This is an optimization exercise on Yosys and OpenROAD, whose aim is small area, not a production implementation. In this exercise RTL edits were held to simulation tests only and were not proved equivalent to the original. No activity file was given, so power comes from the tool's default toggle rates.

==> flow/design.v <==
module vdl2_destuff (
    input  wire        clk,
    input  wire        rst,
    input  wire        bit_valid,
    input  wire        bit_in,
    input  wire        bit_first,
    input  wire        bit_last,
    output wire        app,          
    output wire        seg_start,    
    output wire [16:0] pos,          
    output reg  [16:0] cnt,          
    output reg         fresh,        
    output reg         pz,           
    output reg         oct_valid,
    output reg  [7:0]  oct_data,
    output reg         emit_valid,   
    output reg  [13:0] emit_idx,     
    output reg         abort_valid,
    output wire        abort_code    
);
    reg  [2:0] ones;      
    wire       v     = bit_valid & (bit_first | ~&ones);
    wire [2:0] o     = bit_first ? 3'd0 : ones;
    wire       pzs   = seg_start ? 1'b0 : pz;
    wire stuff_err = bit_in & (o == 3'd6);
    wire stuffed   = ~bit_in & (o == 3'd5);
    wire flag_end  = ~bit_in & (o == 3'd6);
    assign seg_start = bit_first | fresh;
    assign pos       = cnt;    
    assign app       = v & ~stuff_err & ~stuffed & ~flag_end;
    wire        cnt_load = app & seg_start;
    wire        idx_clr  = v & bit_first;
    wire [17:0] cnt_t;
    wire [14:0] idx_t;
    assign cnt_t[0] = app & ~seg_start;
    assign idx_t[0] = emit_valid;
    genvar k;
    generate
        for (k = 0; k < 17; k = k + 1) begin : g_cnt
            assign cnt_t[k+1] = cnt_t[k] & cnt[k];
            always @(posedge clk)
                if (k == 0)
                    cnt[k] <= cnt_load | (cnt[k] ^ cnt_t[k]);
                else
                    cnt[k] <= ~cnt_load & (cnt[k] ^ cnt_t[k]);
        end
        for (k = 0; k < 14; k = k + 1) begin : g_idx
            assign idx_t[k+1] = idx_t[k] & emit_idx[k];
            always @(posedge clk)
                emit_idx[k] <= ~idx_clr & (emit_idx[k] ^ idx_t[k]);
        end
    endgenerate
    wire flag_ok    = (cnt[2:0] == {2'b11, pz});
    wire flag_frame = flag_ok & (cnt[16:3] != 14'd0);
    wire tail_ok    = app ? (~seg_start & (cnt[2:0] == 3'd7)) : (cnt[2:0] == 3'd0);
    wire tail_end   = bit_last & ~flag_end & ~stuff_err;
    assign abort_code = ~&ones | fresh;
    always @(posedge clk) begin
        if (v) begin
            ones  <= bit_in ? o + 3'd1 :
                     (flag_end & ~flag_ok) ? 3'd7 : 3'd0;
            fresh <= flag_end;
            if (~bit_in & (o < 3'd5))
                pz <= 1'b1;
            else if (stuffed)
                pz <= 1'b0;
            else
                pz <= pzs;
        end
        if (app) begin
            oct_data <= {bit_in, oct_data[7:1]};
        end
    end
    always @(posedge clk) begin
        oct_valid   <= app & ~seg_start & (cnt[2:0] == 3'd7);
        emit_valid  <= v & ((flag_end & flag_frame) | (tail_end & tail_ok));
        abort_valid <= v & (stuff_err | (flag_end & ~flag_ok) |
                            (tail_end & ~tail_ok));
    end
endmodule
module vdl2_avlc (
    input  wire        clk,
    input  wire        app,          
    input  wire        bit_in,
    input  wire        seg_start,    
    input  wire [16:0] pos,          
    input  wire [16:0] cnt,          
    input  wire        flag,         
    input  wire        pz,           
    output wire [1:0]  status,       
    output wire [13:0] len,
    output wire [23:0] dst_id,
    output wire [2:0]  dst_type,
    output wire        dst_status,
    output wire [23:0] src_id,
    output wire [2:0]  src_type,
    output wire        src_status,
    output wire [1:0]  ctl_kind,     
    output wire [2:0]  ctl_ns,
    output wire [2:0]  ctl_nr,
    output wire        ctl_pf,
    output wire [1:0]  ctl_sfunc,
    output wire [7:0]  ctl_ufunc,
    output wire [1:0]  route,        
    output wire [1:0]  proto         
);
    localparam [15:0] CRC_GOOD  = 16'hF0B8;
    localparam [15:0] CRC_GOOD6 = 16'hD92F;   
    localparam [15:0] CRC_GOOD7 = 16'h4F85;   
    reg [15:0] crc;
    reg [63:0] hdr;    
    reg        sig;    
    wire [15:0] c = seg_start ? 16'hFFFF : crc;
    wire [15:0] x = {c[15:1], c[0] ^ bit_in};
    wire hdr_bit = ~seg_start & (((pos[16:6] == 11'd0) & (pos[2:0] != 3'd0)) |
                                 (pos[16:3] == 14'd8));
    wire sig_bit = ~seg_start & ((pos[16:3] == 14'd9) | (pos[16:3] == 14'd10) |
                                 (pos[16:3] == 14'd11));
    wire sig_exp = (pos[16:3] != 14'd11) | (pos[2:0] == 3'd0);
    always @(posedge clk) begin
        if (app) begin
            crc <= x[0] ? ((x >> 1) ^ 16'h8408) : (x >> 1);
            if (hdr_bit)
                hdr <= {hdr[62:0], bit_in};
            if (sig_bit)
                sig <= ((pos[16:3] == 14'd9) & (pos[2:0] == 3'd0) | sig) &
                       (bit_in == sig_exp);
        end
    end
    wire [15:0] good = !flag ? CRC_GOOD : pz ? CRC_GOOD7 : CRC_GOOD6;
    assign len    = cnt[16:3];
    assign status = (len < 14'd11) ? 2'd1 : (crc != good) ? 2'd2 : 2'd0;
    assign dst_status = hdr[63];
    assign dst_type   = hdr[62:60];
    assign dst_id     = hdr[59:36];
    assign src_status = hdr[35];
    assign src_type   = hdr[34:32];
    assign src_id     = hdr[31:8];
    wire [7:0] ctl;
    genvar k;
    generate
        for (k = 0; k < 8; k = k + 1) begin : g_ctl
            assign ctl[k] = hdr[7 - k];
        end
    endgenerate
    assign ctl_kind  = !ctl[0] ? 2'd0 : !ctl[1] ? 2'd1 : 2'd2;
    assign ctl_ns    = ctl[3:1];
    assign ctl_nr    = ctl[7:5];
    assign ctl_pf    = ctl[4];
    assign ctl_sfunc = ctl[3:2];
    assign ctl_ufunc = ctl & 8'hEC;
    wire acars_sig = (len >= 14'd14) & sig;
    assign route = (ctl_kind == 2'd0) ? (acars_sig ? 2'd0 : 2'd1) :
                   (ctl_kind == 2'd2 && ctl_ufunc == 8'hAC) ? 2'd2 : 2'd3;
    assign proto = (route == 2'd0) ? 2'd0 : (route == 2'd1) ? 2'd1 : 2'd2;
endmodule
module vdl2_frame_stage (
    input  wire        clk,
    input  wire        rst,
    input  wire        bit_valid,
    input  wire        bit_in,
    input  wire        bit_first,
    input  wire        bit_last,
    output wire        oct_valid,
    output wire [7:0]  oct_data,
    output wire        frm_valid,
    output wire [1:0]  frm_status,
    output wire [13:0] frm_len,
    output wire [13:0] frm_idx,
    output wire [23:0] dst_id,
    output wire [2:0]  dst_type,
    output wire        dst_status,
    output wire [23:0] src_id,
    output wire [2:0]  src_type,
    output wire        src_status,
    output wire [1:0]  ctl_kind,
    output wire [2:0]  ctl_ns,
    output wire [2:0]  ctl_nr,
    output wire        ctl_pf,
    output wire [1:0]  ctl_sfunc,
    output wire [7:0]  ctl_ufunc,
    output wire [1:0]  route,
    output wire [1:0]  proto,
    output wire        abort_valid,
    output wire        abort_code
);
    wire        app, seg_start, fresh, pz;
    wire [16:0] pos, cnt;
    vdl2_destuff u_destuff (
        .clk(clk), .rst(rst),
        .bit_valid(bit_valid), .bit_in(bit_in),
        .bit_first(bit_first), .bit_last(bit_last),
        .app(app), .seg_start(seg_start), .pos(pos), .cnt(cnt),
        .fresh(fresh), .pz(pz),
        .oct_valid(oct_valid), .oct_data(oct_data),
        .emit_valid(frm_valid), .emit_idx(frm_idx),
        .abort_valid(abort_valid), .abort_code(abort_code)
    );
    vdl2_avlc u_avlc (
        .clk(clk),
        .app(app), .bit_in(bit_in), .seg_start(seg_start),
        .pos(pos), .cnt(cnt), .flag(fresh), .pz(pz),
        .status(frm_status), .len(frm_len),
        .dst_id(dst_id), .dst_type(dst_type), .dst_status(dst_status),
        .src_id(src_id), .src_type(src_type), .src_status(src_status),
        .ctl_kind(ctl_kind), .ctl_ns(ctl_ns), .ctl_nr(ctl_nr), .ctl_pf(ctl_pf),
        .ctl_sfunc(ctl_sfunc), .ctl_ufunc(ctl_ufunc),
        .route(route), .proto(proto)
    );
endmodule
==> flow/flow/run.sh <==
#!/bin/bash
# Standard layout with two changes to how it is made: the port buffers are
# the smallest buffer cell instead of a delay buffer, and the clock tree
# uses small buffers without dummy loads.
set -euo pipefail
export BUFFER_PORTS_ARGS="-buffer_cell sky130_fd_sc_hd__buf_1"
export CTS_ARGS="-sink_clustering_enable -repair_clock_nets -buf_list sky130_fd_sc_hd__clkbuf_4 -root_buf sky130_fd_sc_hd__clkbuf_8 -dont_use_dummy_load"
bash standard.sh > standard.log 2>&1
==> flow/standard.sh <==
#!/bin/bash
# synth_recipe.tcl (not shown) runs the flow's synth.tcl, then flattens the netlist and writes it again
# the make line also repeats each setting of config.mk as NAME=value (left out here)
make -C /OpenROAD-flow-scripts/flow DESIGN_CONFIG=/design/flow/config.mk WORK_HOME=/design/flow/orfs CLKGATE_MAP_FILE= SYNTH_SCRIPT=/design/flow/synth_recipe.tcl "${@:-finish}"
==> flow/config.mk <==
export PLATFORM = sky130hd
export DESIGN_NAME = vdl2_frame_stage
export DESIGN_NICKNAME = vdl2_frame_stage
export VERILOG_FILES = /design/flow/design.v
export SDC_FILE = /design/flow/constraint.sdc
export NUM_CORES = 4
export LEC_CHECK = 0
export CAP_MARGIN = 20
export CORE_MARGIN = 2
export CORE_UTILIZATION = 70
export SLEW_MARGIN = 20
==> flow/constraint.sdc <==
create_clock -name core_clock -period 8.0 [get_ports {clk}]
set_input_delay 1.6000 -clock core_clock [delete_from_list [all_inputs] [get_ports {clk}]]
set_output_delay 1.6000 -clock core_clock [all_outputs]
set_load 0.01 [all_outputs]
==> impl_metrics.ini, run 1 <==
[cts]
ctsResizeCount = 0
cts_num_sinks = 128
path_clk_slew_ns = 0.07
cts_max_path_buffers = 2
htree_levels = 4
numCtsBuffers = 17
cts_tree = yes
postCtsSetupRepairBufs = 0
holdBufCountCts = 0
clk_latency_ns = 0.40
root_buffer = clkbuf_8

[power]
internal-power_uw = 864
switching_share_pct = 21.6
peakVddDrop_uv = 160
p_seq_share_pct = 68.7
clkPwrFrac_pct = 25.5
switchingPower_uw = 239
leakage_uw = 0.00206
power.density_nw_per_um2 = 200
p_comb_share_pct = 5.8

[grt]
grt_use_total_pct = 20.9
grt_max_degree = 65
grt_antenna_before_repair = 0
grt_pass1_wl_mm = 12.0
grt_pass1_vias = 2539
overflow = 0

[yosys]
synthAdderAreaFrac_pct = 7.22
synth_seq_cells = 128
syn_area_per_cell_sq_um = 14.6
synthMuxAreaShare_pct = 0
synthXorXnorAreaFrac_pct = 1.22
synth_compound_gate_area_share_pct = 3.69
yosys_warnings = 2
synth.yosys.seq_area_share_pct = 69.7
async_flop_share_pct = 0
synth_top_family_by_area = simple AND/OR/NAND/NOR gates
synthesis.area_sq_um = 5020
synth_common_cells = edfxtp_1 (94), dfxtp_1 (34), and2_1 (30), buf_4 (30), ha_1 (29)
synthCells = 345
synthDistinctLibCells = 42
synth.top_cell.area_share_pct = 56.2
synth-simple-area-share_pct = 12.3
synth.area.top_cells = edfxtp_1 (56%), dfxtp_1 (14%), ha_1 (7.2%)
yosysTopAreaCell = edfxtp_1
synth_flop_cell = edfxtp_1
yosysMostFrequentCell = edfxtp_1
synth-edff-count = 94

[worst_hold_path]
hold_start = u_destuff.oct_data[6]$_DFFE_PN_
hold_class = reg -> reg

[layout]
area_delta_synth_final_pct = 9.76
final_cells = 544
fillCellCount = 438
drive_gt1_share_pct = 6.03
antennaDiodeCount = 0
fin_nets = 485

[drt]
first_pass_iters = 5
vias_per_cell = 5.44
routedWlPerCell_um = 14.9
drc = 0
first_iter_violations = 186
detail-route-antenna-nets = 0
vias = 2962
drt-total-wl_mm = 8.11

[sta]
finalHoldViolCount = 0
timing.final.crit_share_pct = 69.4
max_slew_margin_pct = 48.2
setup_viol = 0
fin_worst_skew_ns = 0.0421
worst_pin_slew_ns = 0.777
min_period_ns = 5.55
slew_violations = 0
rsz0062_at_grt = no
fin_tns_setup_ns = 0
setup_slack_ns = 2.45
hold_slack_ns = 0.430
fmax_ghz = 0.180

[die]
dieArea_sq_um = 7870
die_x_um = 88.7
num_rows = 30
io_pins = 127
die_y_um = 88.7
start_util_pct = 73.2
core_sq_um = 6870

[placed_design]
place_congestion = 0.844
dp_hpwl_mm = 5.70
dp.cells = 527
port_buffers = 122
post-place-ws_ns = 1.99

[critical_path]
arrival_ns = 5.83
worstSetupPathType = in -> reg
worstPathMaxFanout = 20
r2r_start = u_destuff.fresh$_DFFE_PP_
startpoint = bit_first
start_kind = primary input
critPathCaptureType = flop
crit_required_ns = 8.27

[job]
cap_violations = 0

[run_status]
outcome = no timing/DRC/antenna violations
-- critical path: stages --
cell,delay [ns]
buf_1,0.53
nor2_1,0.20
nand3_1,0.29
inv_1,0.08
ha_1,0.19
ha_1,0.18
ha_1,0.18
ha_1,0.18
ha_1,0.18
ha_1,0.18
ha_1,0.18
ha_1,0.19
ha_1,0.19
ha_1,0.19
ha_1,0.18
ha_1,0.18
ha_1,0.18
ha_1,0.18
ha_1,0.18
ha_1,0.27
and2_1,0.13
-- state kept, by name (all words and copies together) (netlist names) --
name and flops:
u_destuff.fresh 1, u_avlc.sig 1, u_destuff.ones 3, u_destuff.cnt 17, u_destuff.emit_valid 1, u_destuff.emit_idx 14, u_avlc.hdr 64, u_destuff.pz 1
u_destuff.abort_valid 1, u_destuff.oct_valid 1, u_avlc.crc 16, u_destuff.oct_data 8
-- metal layers --
layer	part of all wire (%)	track usage, %	wire length, um	vias up
li1	-	-	-	1426
met5	0	0	0	-
met1	42	26.7	3440	1417
met2	50	32.5	4050	109
met4	1.3	7.71	109	0
met3	6.3	8.30	514	10
-- final cells by class --
cell class                      instances  area (sq um)  share of cell area (%)
Inverter                                8          30.0                   0.544
Timing Repair Buffer                  124           473                    8.58
Multi-Input combinational cell        171          1250                    22.8
Tap cell                               96           120                    2.18
Clock buffer                           17           134                    2.43
Sequential cell                       128          3500                    63.5
-- final timing paths --
path	end	slack [ns]	depth (start not counted)
hold reg to reg	u_destuff.oct_data[5]$_DFFE_PN_	0.43	0
hold / removal	u_destuff.oct_data[5]$_DFFE_PN_	0.43	0
setup / recovery	u_destuff.cnt[15]$_DFF_P_	2.45	21
setup reg to reg	u_destuff.cnt[15]$_DFF_P_	3.61	20
-- cell usage in the layout (no fill, tap or decap), drive strengths merged, types with 3 or more instances in the layout --
master  synthesis  routed
buf            30     124
inv             8       8
dfxtp          34      34
and2           30      30
ha             29      29
xnor2           6       6
or3            18      18
nor2b           4       4
nor2            9       9
nand2          13      13
conb            1       3
o21ai           8       8
edfxtp         94      94
nor4            6       6
nand3           6       6
clkbuf         10      17
a21oi          11      11
and3            3       3
-- cells by family after synthesis --
kind of cell | Yosys count
adder cells (fa/ha/maj) | 29
flip-flops | 128
other | 1
XOR/XNOR | 7
buffers and inverters | 48
AO/OA/AOI/OAI | 30
AND/OR/NAND/NOR | 102
-- power groups by stage --
stage / clock, uW / sequential (uW) / combinational [uW]
6_report: 282 / 757 / 64.1
5_1_grt: 313 / 761 / 72.7
4_1_cts: 292 / 757 / 65.5
3_5_place_dp: 0 / 772 / 65.7
3_3_place_gp: 0 / 771 / 62.8
2_1_floorplan: 0 / 777 / 39.0
-- per-stage QoR --
step | area (sq um) | power (uW) | util [%]
after floorplan | 5040 | 816 | -
after global placement | 5380 | 833 | 78.3
after detailed placement | 5380 | 838 | 78.3
after CTS | 5520 | 1110 | 80.3
after global routing | 5520 | 1150 | 80.3
final | 5520 | 1100 | 80.3
==> run 2: changes to the inputs <==
==> flow/flow/run.sh (replaced) <==
#!/bin/bash
# Standard layout with three changes to how it is made:
#  - after the standard synthesis, the combinational logic between the
#    (unchanged) registers is mapped again by ABC for area (flow/area.abc);
#  - the port buffers are the smallest buffer cell instead of a delay buffer;
#  - the clock tree uses small buffers and no dummy loads.
# Each tool's output goes to a log in this folder.
set -euo pipefail
HERE=$(pwd)
RES=$HERE/orfs/results/$FLOW_PLATFORM/vdl2_frame_stage/base
LIB=$FLOW_HOME/platforms/$FLOW_PLATFORM/lib/sky130_fd_sc_hd__tt_025C_1v80.lib
YOSYS=$FLOW_HOME/../tools/install/yosys/bin/yosys
export BUFFER_PORTS_ARGS="-buffer_cell sky130_fd_sc_hd__buf_1"
export CTS_ARGS="-sink_clustering_enable -repair_clock_nets -buf_list sky130_fd_sc_hd__clkbuf_4 -root_buf sky130_fd_sc_hd__clkbuf_8 -dont_use_dummy_load"

# 1. standard synthesis only
bash standard.sh "$RES/1_2_yosys.v" > standard_synth.log 2>&1

# cells the platform marks don't-use (config.mk: probe and lpflow cells)
DONT_USE=$(grep -oE 'cell *\( *"?sky130_fd_sc_hd__(lpflow_[a-z0-9_]+|probec?_p_8)' "$LIB" \
  | sed -E 's/.*(sky130_fd_sc_hd__)/\1/' | sort -u | sed 's/^/-dont_use /' | tr '\n' ' ')

# 2. remap the logic, keeping every register cell and its name
cp "$RES/1_2_yosys.v" "$HERE/1_2_yosys.standard.v"
cat > "$HERE/resyn.ys" <<EOY
read_liberty -ignore_miss_func $LIB
read_verilog -sv $HERE/1_2_yosys.standard.v
hierarchy -top $FLOW_TOP
setattr -mod -set keep_hierarchy 1 sky130_fd_sc_hd__edfxtp_1 sky130_fd_sc_hd__dfxtp_1
flatten
read_liberty -lib -overwrite -ignore_miss_func $LIB
hierarchy -top $FLOW_TOP
rename -hide w:*.*
opt_clean
opt -fast
abc -script $HERE/flow/area.abc -liberty $LIB $DONT_USE
setundef -zero
splitnets
opt_clean -purge
hilomap -singleton -hicell sky130_fd_sc_hd__conb_1 HI -locell sky130_fd_sc_hd__conb_1 LO
insbuf -buf sky130_fd_sc_hd__buf_1 A X
opt_clean -purge
check -assert
stat -liberty $LIB
write_verilog -noattr -noexpr -nohex -nodec $HERE/1_2_yosys.resyn.v
EOY
"$YOSYS" -s "$HERE/resyn.ys" > resyn.log 2>&1
cp "$HERE/1_2_yosys.resyn.v" "$RES/1_2_yosys.v"
touch "$RES/1_2_yosys.v"

# 3. the rest of the standard layout from the remapped netlist
bash standard.sh > standard.log 2>&1
==> flow/flow/area.abc (new file) <==
&get -n
&st
&dch -f
&nf -R 1000
&put
--- a/flow/config.mk
+++ b/flow/config.mk
@@ -8,4 +8,4 @@
 export CAP_MARGIN = 20
 export CORE_MARGIN = 2
-export CORE_UTILIZATION = 70
+export CORE_UTILIZATION = 85
 export SLEW_MARGIN = 20
==> run 2 against run 1 <==
Compared with the run above: the run now fails in detailed placement; area after synthesis shrank 7.3%; synthesized cell count increased by 0.29%.
==> impl_metrics.ini, run 2 <==
[run_status]
outcome = stopped before the end
haltStage = detailed placement
error = [ERROR DPL-0033] detailed placement checks failed during check placement.

[die]
io_pins = 127
die_y_um = 78.0
die_x_um = 78.0
start_util_pct = 89.5
num_rows = 26

[placed_design]
place_congestion = 0.907
port_buffers = 122
dp_hpwl_mm = 11.4

[yosys]
synthesis.area_sq_um = 4660
syn_area_per_cell_sq_um = 13.5
yosys_warnings = 2
synthCells = 346
run 2: per-stage QoR:
stage	std cells	hold slack, ns	power [uW]
after floorplan	348	0.485	801
after global placement	517	0.428	822
run 2: worst max-delay path by stage:
stage	from	to	slack (ns)
after floorplan	bit_in	u_avlc.hdr[0]$_DFFE_PP_	2.63
after global placement	bit_first	u_destuff.cnt[16]$_DFF_P_	3.14
run 2: power groups by stage:
stage          Clock [uW]  Combinational (uW)  Sequential [uW]
3_3_place_gp            0                56.5              765
2_1_floorplan           0                30.1              771
==> run 3: changes to the inputs <==
--- a/flow/config.mk
+++ b/flow/config.mk
@@ -8,4 +8,4 @@
 export CAP_MARGIN = 20
 export CORE_MARGIN = 2
-export CORE_UTILIZATION = 85
+export CORE_UTILIZATION = 78
 export SLEW_MARGIN = 20
==> run 3 against run 2 <==
Compared with the run above: now clean on timing, DRC and antenna; area after synthesis unchanged; synthesized cell count unchanged.
==> impl_metrics.ini, run 3 <==
[critical_path]
crit_required_ns = 8.33
crit_family = simple AND/OR/NAND/NOR gates
start_kind = primary input
worstPathCellList = buf_1, clkinv_1, and4_1, and3_1, nand2_1, clkinv_1, and3_1, and3_1, and3_1, and2_0, and3_1, and2_0, and3_1, nor3_1
arrival_ns = 5.24
cpMostUsedCell = and3_1
crit_buf_inv = 3
worstSetupPathType = in -> reg
max_stage_delay_ns = 0.47
critPathCaptureType = flop
worstPathMaxFanout = 16
reg2reg_slack_ns = 4.14
cp_slowest_cell = buf_1

[grt]
overflow = 0
grt_antenna_before_repair = 0
grt_pass1_vias = 3173
grt_use_total_pct = 36.4
grt_max_degree = 65
met2_usage_pct = 56.1
grt_pass1_wl_mm = 17.0
grt_use_met3_pct = 12.8
gr-usage-met1_pct = 45.8
busiest_layer = met2

[layout]
multi_input_area_sq_um = 1050
final_common_cell = buf_1
largest_reg_flops = 64
layout_common_cells = buf_1 (122), edfxtp_1 (94), dfxtp_1 (34), nor2_1 (33), nor3_1 (26)
reg_top3 = u_avlc.hdr x64, u_destuff.cnt x17, u_avlc.crc x16
fin_nets = 473
top_register = u_avlc.hdr
fin_util_pct = 90.4
antennaDiodeCount = 0
fillCellCount = 212
seqCellArea_sq_um = 3500
drive_gt1_share_pct = 4.52
area_delta_synth_final_pct = 13.5

[die]
num_rows = 28
start_util_pct = 79.6
dieArea_sq_um = 6600
core_sq_um = 5850
io_pins = 127
die_y_um = 81.3
die_x_um = 81.3

[cts]
root_buffer = clkbuf_8
htree_levels = 4
holdBufCountCts = 0
cts_num_sinks = 128
ctsResizeCount = 0
postCtsSetupRepairBufs = 0
cts_tree = yes
cts_max_path_buffers = 2
path_clk_slew_ns = 0.10
clk_latency_ns = 0.41
numCtsBuffers = 17

[placed_design]
dp_hpwl_mm = 7.60
port_buffers = 122
place_congestion = 0.848

[yosys]
synthCells = 346
syn_area_per_cell_sq_um = 13.5
synthesis.area_sq_um = 4660
yosys_warnings = 2

[worst_hold_path]
hold_class = reg -> reg

[drt]
first_pass_iters = 6
detail-route-antenna-nets = 0
drt-total-wl_mm = 11.4
vias = 3547
routedWlPerCell_um = 21.1
drc = 0
vias_per_cell = 6.57
first_iter_violations = 424

[power]
peakVddDrop_uv = 156
total_power_uw = 1110
leakage_uw = 0.00168
power.density_nw_per_um2 = 210

[sta]
finalHoldViolCount = 0
min_period_ns = 4.91
fin_tns_setup_ns = 0
max_slew_margin_pct = 33.5
timing.final.crit_share_pct = 61.3
slew_violations = 0
rsz0062_at_grt = no
worst_pin_slew_ns = 0.994
fin_worst_skew_ns = 0.0341
fmax_ghz = 0.204
setup_viol = 0

[run_status]
outcome = no timing/DRC/antenna violations

[job]
cap_violations = 0
## run 3: power by group
group	internal [uW]	switching, uW
clock	104	189
sequential	736	19.0
combinational	17.4	45.0
total	858	253
## run 3: worst paths after layout
kind	startpoint	to	cells after the start
hold reg to reg	u_avlc.hdr[43]$_DFFE_PP_	u_avlc.hdr[44]$_DFFE_PP_	0
setup reg to reg	u_destuff.fresh$_DFFE_PP_	u_destuff.cnt[16]$_DFF_P_	13
hold / removal	u_avlc.hdr[43]$_DFFE_PP_	u_avlc.hdr[44]$_DFFE_PP_	0
setup / recovery	bit_first	u_destuff.cnt[16]$_DFF_P_	14
## run 3: layout make-up
type	instances	area share [%]
flip-flops and latches	128	66.3
well taps	75	1.78
multi-input cells	188	19.8
clock buffers	17	2.53
repair buffers	125	9.09
inverters	7	0.497
## run 3: worst reg2reg max path, cell delays in order (launching register included)
cell and delay [ns]:
edfxtp_1 0.74, clkinv_1 0.32, and4_1 0.34, and3_1 0.25, nand2_1 0.14, clkinv_1 0.22
and3_1 0.28, and3_1 0.24, and3_1 0.22, and2_0 0.22, and3_1 0.24, and2_0 0.24
and3_1 0.23, nor3_1 0.12
## run 3: stage by stage
| step | instances | area, sq um | hold WS (ns) | setup WS, ns |
|---|---|---|---|---|
| finish | 540 | 5290 | 0.425 | 3.09 |
| global route | 540 | 5290 | 0.440 | 2.82 |
| CTS | 540 | 5290 | 0.423 | 3.24 |
| detailed placement | 523 | 5150 | 0.433 | 2.88 |
| global placement | 523 | 5150 | 0.428 | 3.11 |
| floorplan | 348 | 4660 | 0.485 | 2.63 |
## run 3: layer usage
layer	wire length [um]	vias to the layer above
li1	-	1486
met1	3910	1626
met2	5380	360
met3	1480	75
met4	635	0
met5	0	-
==> run 4: changes to the inputs <==
--- a/flow/config.mk
+++ b/flow/config.mk
@@ -8,4 +8,4 @@
 export CAP_MARGIN = 20
 export CORE_MARGIN = 2
-export CORE_UTILIZATION = 78
+export CORE_UTILIZATION = 70
 export SLEW_MARGIN = 20
==> run 4 against run 3 <==
Compared with the run above: sequential power barely moved; sequential share of layout area barely moved; worst hold slack improved by 0.0017 ns; largest power group unchanged.
==> impl_metrics.ini, run 4 <==
[grt]
grt_antenna_before_repair = 0
grt_use_total_pct = 26.7
grt_pass1_wl_mm = 14.5
overflow = 0
grt_pass1_vias = 2837
grt_max_degree = 65

[sta]
fin_worst_skew_ns = 0.0321
timing.final.crit_share_pct = 58.9
fmax_ghz = 0.212
rsz0062_at_grt = no
max_slew_margin_pct = 35.7
min_period_ns = 4.71
fin_tns_setup_ns = 0
worst_pin_slew_ns = 0.961
hold_slack_ns = 0.426
finalHoldViolCount = 0
setup_viol = 0
slew_violations = 0

[die]
num_rows = 29
dieArea_sq_um = 7320
io_pins = 127
die_x_um = 85.6
core_sq_um = 6390
start_util_pct = 72.9
die_y_um = 85.6

[drt]
first_iter_violations = 221
routedWlPerCell_um = 16.9
drt-total-wl_mm = 9.16
first_pass_iters = 5
drc = 0
vias = 3143
detail-route-antenna-nets = 0
vias_per_cell = 5.80

[yosys]
syn_area_per_cell_sq_um = 13.5
synthesis.area_sq_um = 4660
synthCells = 346
yosys_warnings = 2

[critical_path]
worstPathMaxFanout = 16
arrival_ns = 5.02
worstSetupPathType = in -> reg
crit_required_ns = 8.31
critPathCaptureType = flop
start_kind = primary input

[cts]
clk_latency_ns = 0.40
path_clk_slew_ns = 0.09
root_buffer = clkbuf_8
ctsResizeCount = 0
postCtsSetupRepairBufs = 0
cts_tree = yes
holdBufCountCts = 0
cts_num_sinks = 128
htree_levels = 4
numCtsBuffers = 17
cts_max_path_buffers = 2

[power]
leakage_uw = 0.00168
power.density_nw_per_um2 = 207
peakVddDrop_uv = 205

[layout]
fin_nets = 473
largest_reg_flops = 64
final_common_cell = buf_1
drive_gt1_share_pct = 4.52
antennaDiodeCount = 0
layout_common_cells = buf_1 (122), edfxtp_1 (94), dfxtp_1 (34), nor2_1 (33), nor3_1 (26)
area_delta_synth_final_pct = 13.6
fillCellCount = 371
top_register = u_avlc.hdr
reg_top3 = u_avlc.hdr x64, u_destuff.cnt x17, u_avlc.crc x16

[run_status]
outcome = no timing/DRC/antenna violations

[placed_design]
place_congestion = 0.839
dp_hpwl_mm = 6.65
port_buffers = 122

[job]
cap_violations = 0

[worst_hold_path]
hold_class = reg -> reg
==> run 4: cell counts in the layout (fill, tap and decap cells not counted) <==
Identical to the previous run, type by type.
==> run 4: critical path: stages <==
cell and delay [ns]:
buf_1 0.46, clkinv_1 0.41, and4_1 0.32, and3_1 0.24, nand2_1 0.13, clkinv_1 0.17
and3_1 0.25, and3_1 0.23, and3_1 0.21, and2_0 0.22, and3_1 0.23, and2_0 0.23
and3_1 0.21, nor3_1 0.12
==> run 4: final timing paths <==
| path | from | endpoint | slack (ns) | depth (start not counted) |
|---|---|---|---|---|
| min reg2reg | u_avlc.hdr[9]$_DFFE_PP_ | u_avlc.hdr[10]$_DFFE_PP_ | 0.43 | 0 |
| max reg2reg | u_destuff.fresh$_DFFE_PP_ | u_destuff.cnt[16]$_DFF_P_ | 4.38 | 13 |
| min | u_avlc.hdr[9]$_DFFE_PP_ | u_avlc.hdr[10]$_DFFE_PP_ | 0.43 | 0 |
| max | bit_first | u_destuff.cnt[16]$_DFF_P_ | 3.29 | 14 |
==> run 4: area by class of cell <==
cell class | count | area (sq um) | share of cell area [%]
timing repair buffer | 125 | 480 | 9.08
clock buffer | 17 | 134 | 2.53
multi-input combinational | 188 | 1050 | 19.8
tap | 77 | 96.3 | 1.82
inverter | 7 | 26.3 | 0.497
sequential | 128 | 3500 | 66.2
==> run 4: power by group <==
group	total [uW]	switching, uW	internal [uW]
clock network	284	179	104
registers	753	16.7	736
logic	59.0	41.5	17.4
==> run 4: per-stage QoR <==
stage | utilization [%] | instances | instance area, sq um | setup slack (ns) | power (uW)
detailed placement | 80.7 | 525 | 5150 | 2.93 | 827
floorplan | - | 348 | 4660 | 2.63 | 801
global route | 82.8 | 542 | 5290 | 2.96 | 1140
finish | 82.8 | 542 | 5290 | 3.29 | 1100
global placement | 80.7 | 525 | 5150 | 3.05 | 824
CTS | 82.8 | 542 | 5290 | 3.33 | 1100
==> run 4: routing by layer <==
metal  wire (um)  track usage (%)
met5           0                0
met1        3660             33.9
met4         129             8.80
met2        4690             44.8
met3         677             7.70
==> run 5: changes to the inputs <==
--- a/flow/flow/run.sh
+++ b/flow/flow/run.sh
@@ -12,5 +12,5 @@
 YOSYS=$FLOW_HOME/../tools/install/yosys/bin/yosys
 export BUFFER_PORTS_ARGS="-buffer_cell sky130_fd_sc_hd__buf_1"
-export CTS_ARGS="-sink_clustering_enable -repair_clock_nets -buf_list sky130_fd_sc_hd__clkbuf_4 -root_buf sky130_fd_sc_hd__clkbuf_8 -dont_use_dummy_load"
+export CTS_ARGS="-sink_clustering_enable -repair_clock_nets -buf_list {sky130_fd_sc_hd__clkbuf_2 sky130_fd_sc_hd__clkbuf_4} -root_buf sky130_fd_sc_hd__clkbuf_8 -dont_use_dummy_load"
 
 # 1. standard synthesis only
--- a/flow/config.mk
+++ b/flow/config.mk
@@ -8,4 +8,4 @@
 export CAP_MARGIN = 20
 export CORE_MARGIN = 2
-export CORE_UTILIZATION = 70
+export CORE_UTILIZATION = 78
 export SLEW_MARGIN = 20
==> run 5 against run 4 <==
Compared with the run above: sequential share of layout area about the same; global-route usage increased by 9.7 points; sequential cell count unchanged; count of clock-buffer cells in the layout unchanged; die area decreased by 9.8%; register-to-register slack got worse by 0.24 ns; sequential power about the same; largest power group unchanged; first-iteration DRC count increased by 92%; final cell count decreased by 0.37%; critical path type unchanged; non-clock buffer count unchanged; wire length increased by 25%; maximum frequency decreased by 3.9%.
==> impl_metrics.ini, run 5 <==
[layout]
area_delta_synth_final_pct = 13.5
fillCellCount = 212
drive_gt1_share_pct = 4.52
fin_util_pct = 90.4
reg_top3 = u_avlc.hdr x64, u_destuff.cnt x17, u_avlc.crc x16
top_register = u_avlc.hdr
final_cells = 540
largest_reg_flops = 64
layout_common_cells = buf_1 (122), edfxtp_1 (94), dfxtp_1 (34), nor2_1 (33), nor3_1 (26)
final_common_cell = buf_1
antennaDiodeCount = 0
fin_nets = 473

[grt]
grt_max_degree = 65
overflow = 0
grt_pass1_wl_mm = 17.0
grt_use_total_pct = 36.4
grt_pass1_vias = 3173
grt_antenna_before_repair = 0

[power]
p_comb_share_pct = 5.6
internal-power_uw = 858
p_seq_share_pct = 68.0
peakVddDrop_uv = 156
switchingPower_uw = 253
leakage_uw = 0.00168
power.density_nw_per_um2 = 210
clkPwrFrac_pct = 26.4
switching_share_pct = 22.8

[critical_path]
worstPathCellList = buf_1, clkinv_1, and4_1, and3_1, nand2_1, clkinv_1, and3_1, and3_1, and3_1, and2_0, and3_1, and2_0, and3_1, nor3_1
reg2reg_slack_ns = 4.14
critPathCaptureType = flop
r2r_start = u_destuff.fresh$_DFFE_PP_
cp_slowest_cell = buf_1
timing.rr.end = u_destuff.cnt[16]$_DFF_P_
ff2ff_path_depth = 13
worstPathMaxFanout = 16
worstSetupPathType = in -> reg
start_kind = primary input
startpoint = bit_first
cpMostUsedCell = and3_1
crit_required_ns = 8.33
max_stage_delay_ns = 0.47
arrival_ns = 5.24

[yosys]
synthCells = 346
yosys_warnings = 2
syn_area_per_cell_sq_um = 13.5
synthesis.area_sq_um = 4660

[sta]
fin_worst_skew_ns = 0.0341
fin_tns_setup_ns = 0
fmax_ghz = 0.204
finalHoldViolCount = 0
rsz0062_at_grt = no
worst_pin_slew_ns = 0.994
timing.final.crit_share_pct = 61.3
slew_violations = 0
min_period_ns = 4.91
setup_viol = 0
max_slew_margin_pct = 33.5

[worst_hold_path]
hold_class = reg -> reg
hold_start = u_avlc.hdr[43]$_DFFE_PP_
hold_depth = 0
hold_end = u_avlc.hdr[44]$_DFFE_PP_

[run_status]
outcome = no timing/DRC/antenna violations

[drt]
drc = 0
detail-route-antenna-nets = 0
vias_per_cell = 6.57
first_iter_violations = 424
routedWlPerCell_um = 21.1
drt-total-wl_mm = 11.4
first_pass_iters = 6
vias = 3547

[placed_design]
dp_hpwl_mm = 7.60
port_buffers = 122
place_congestion = 0.848
dp.cells = 523

[die]
dieArea_sq_um = 6600
core_sq_um = 5850
io_pins = 127
die_y_um = 81.3
die_x_um = 81.3
start_util_pct = 79.6
num_rows = 28

[job]
cap_violations = 0

[cts]
ctsResizeCount = 0
numCtsBuffers = 17
cts_num_sinks = 128
cts_max_path_buffers = 2
cts_tree = yes
clk_latency_ns = 0.41
root_buffer = clkbuf_8
path_clk_slew_ns = 0.10
postCtsSetupRepairBufs = 0
htree_levels = 4
holdBufCountCts = 0
==> run 5: cell type report <==
cell class | instances | area [sq um] | area share [%]
clock buffers | 17 | 134 | 2.53
well taps | 75 | 93.8 | 1.78
repair buffers | 125 | 480 | 9.09
multi-input cells | 188 | 1050 | 19.8
inverters | 7 | 26.3 | 0.497
flip-flops and latches | 128 | 3500 | 66.3
==> run 5: critical path, delay by kind of cell <==
family	cells	cell delay (ns)
buffers and inverters	3	1.12
and+or+nand+nor	11	2.50
==> run 5: metal layers <==
| metal | share of wire [%] | vias up | GRT usage, % |
|---|---|---|---|
| met3 | 13 | 75 | 12.8 |
| met5 | 0 | - | 2.50 |
| met2 | 47 | 360 | 56.1 |
| li1 | - | 1486 | - |
| met4 | 5.6 | 0 | 18.6 |
| met1 | 34 | 1626 | 45.8 |
==> run 5: power groups by stage <==
stage,Sequential [uW],Clock (uW),Combinational (uW)
final,755,293,62.4
after global routing,758,316,67.6
after CTS,754,290,61.4
after detailed placement,769,0,60.7
after global placement,766,0,57.3
after floorplan,771,0,30.1
==> run 5: per-stage QoR <==
| step | hold WS [ns] | area, sq um | worst slack, ns | total power, uW |
|---|---|---|---|---|
| floorplan | 0.485 | 4660 | 2.63 | 801 |
| global placement | 0.428 | 5150 | 3.11 | 823 |
| detailed placement | 0.433 | 5150 | 2.88 | 830 |
| CTS | 0.423 | 5290 | 3.24 | 1110 |
| global route | 0.440 | 5290 | 2.82 | 1140 |
| finish | 0.425 | 5290 | 3.09 | 1110 |
==> run 5: worst max-delay path by stage <==
stage                                 to  slack, ns  depth (start not counted)
3_5_place_dp   u_destuff.cnt[16]$_DFF_P_       2.88                         14
6_report       u_destuff.cnt[16]$_DFF_P_       3.09                         14
4_1_cts        u_destuff.cnt[16]$_DFF_P_       3.24                         14
2_1_floorplan    u_avlc.hdr[0]$_DFFE_PP_       2.63                          5
5_1_grt        u_destuff.cnt[16]$_DFF_P_       2.82                         14
3_3_place_gp   u_destuff.cnt[16]$_DFF_P_       3.11                         14

[re-timing with driven ports]
In the flow no input, the clock included, has a driving cell. The finished layouts below were timed again as built, in two steps.
Step 1 sets driving cells, clkbuf_16 on the clock port and buf_2 on the other inputs (assumed; they add their load-dependent delay and slew).
Step 2 moves the port delays by t, midway between the first and last clock arrival at a register: inputs arrive t later, outputs are due t later. That takes back most of the time a late clock gives input paths.
Slacks: ideal ports / drivers / drivers and shift; pairs: ideal ports / drivers.
run | t (ns) | setup WS [ns] | hold WS [ns] | worst setup path at the end
run 1 | 0.405 | 2.446 / 2.448 / 2.042 | 0.430 / 0.430 / 0.430 | input to register
run 3 | 0.420 | 3.095 / 3.097 / 2.677 | 0.425 / 0.425 / 0.425 | input to register
run 4 | 0.416 | 3.288 / 3.296 / 2.880 | 0.426 / 0.426 / 0.426 | input to register
run 5 | 0.420 | 3.095 / 3.097 / 2.677 | 0.425 / 0.425 / 0.425 | input to register
After both steps every run listed still meets setup and hold.
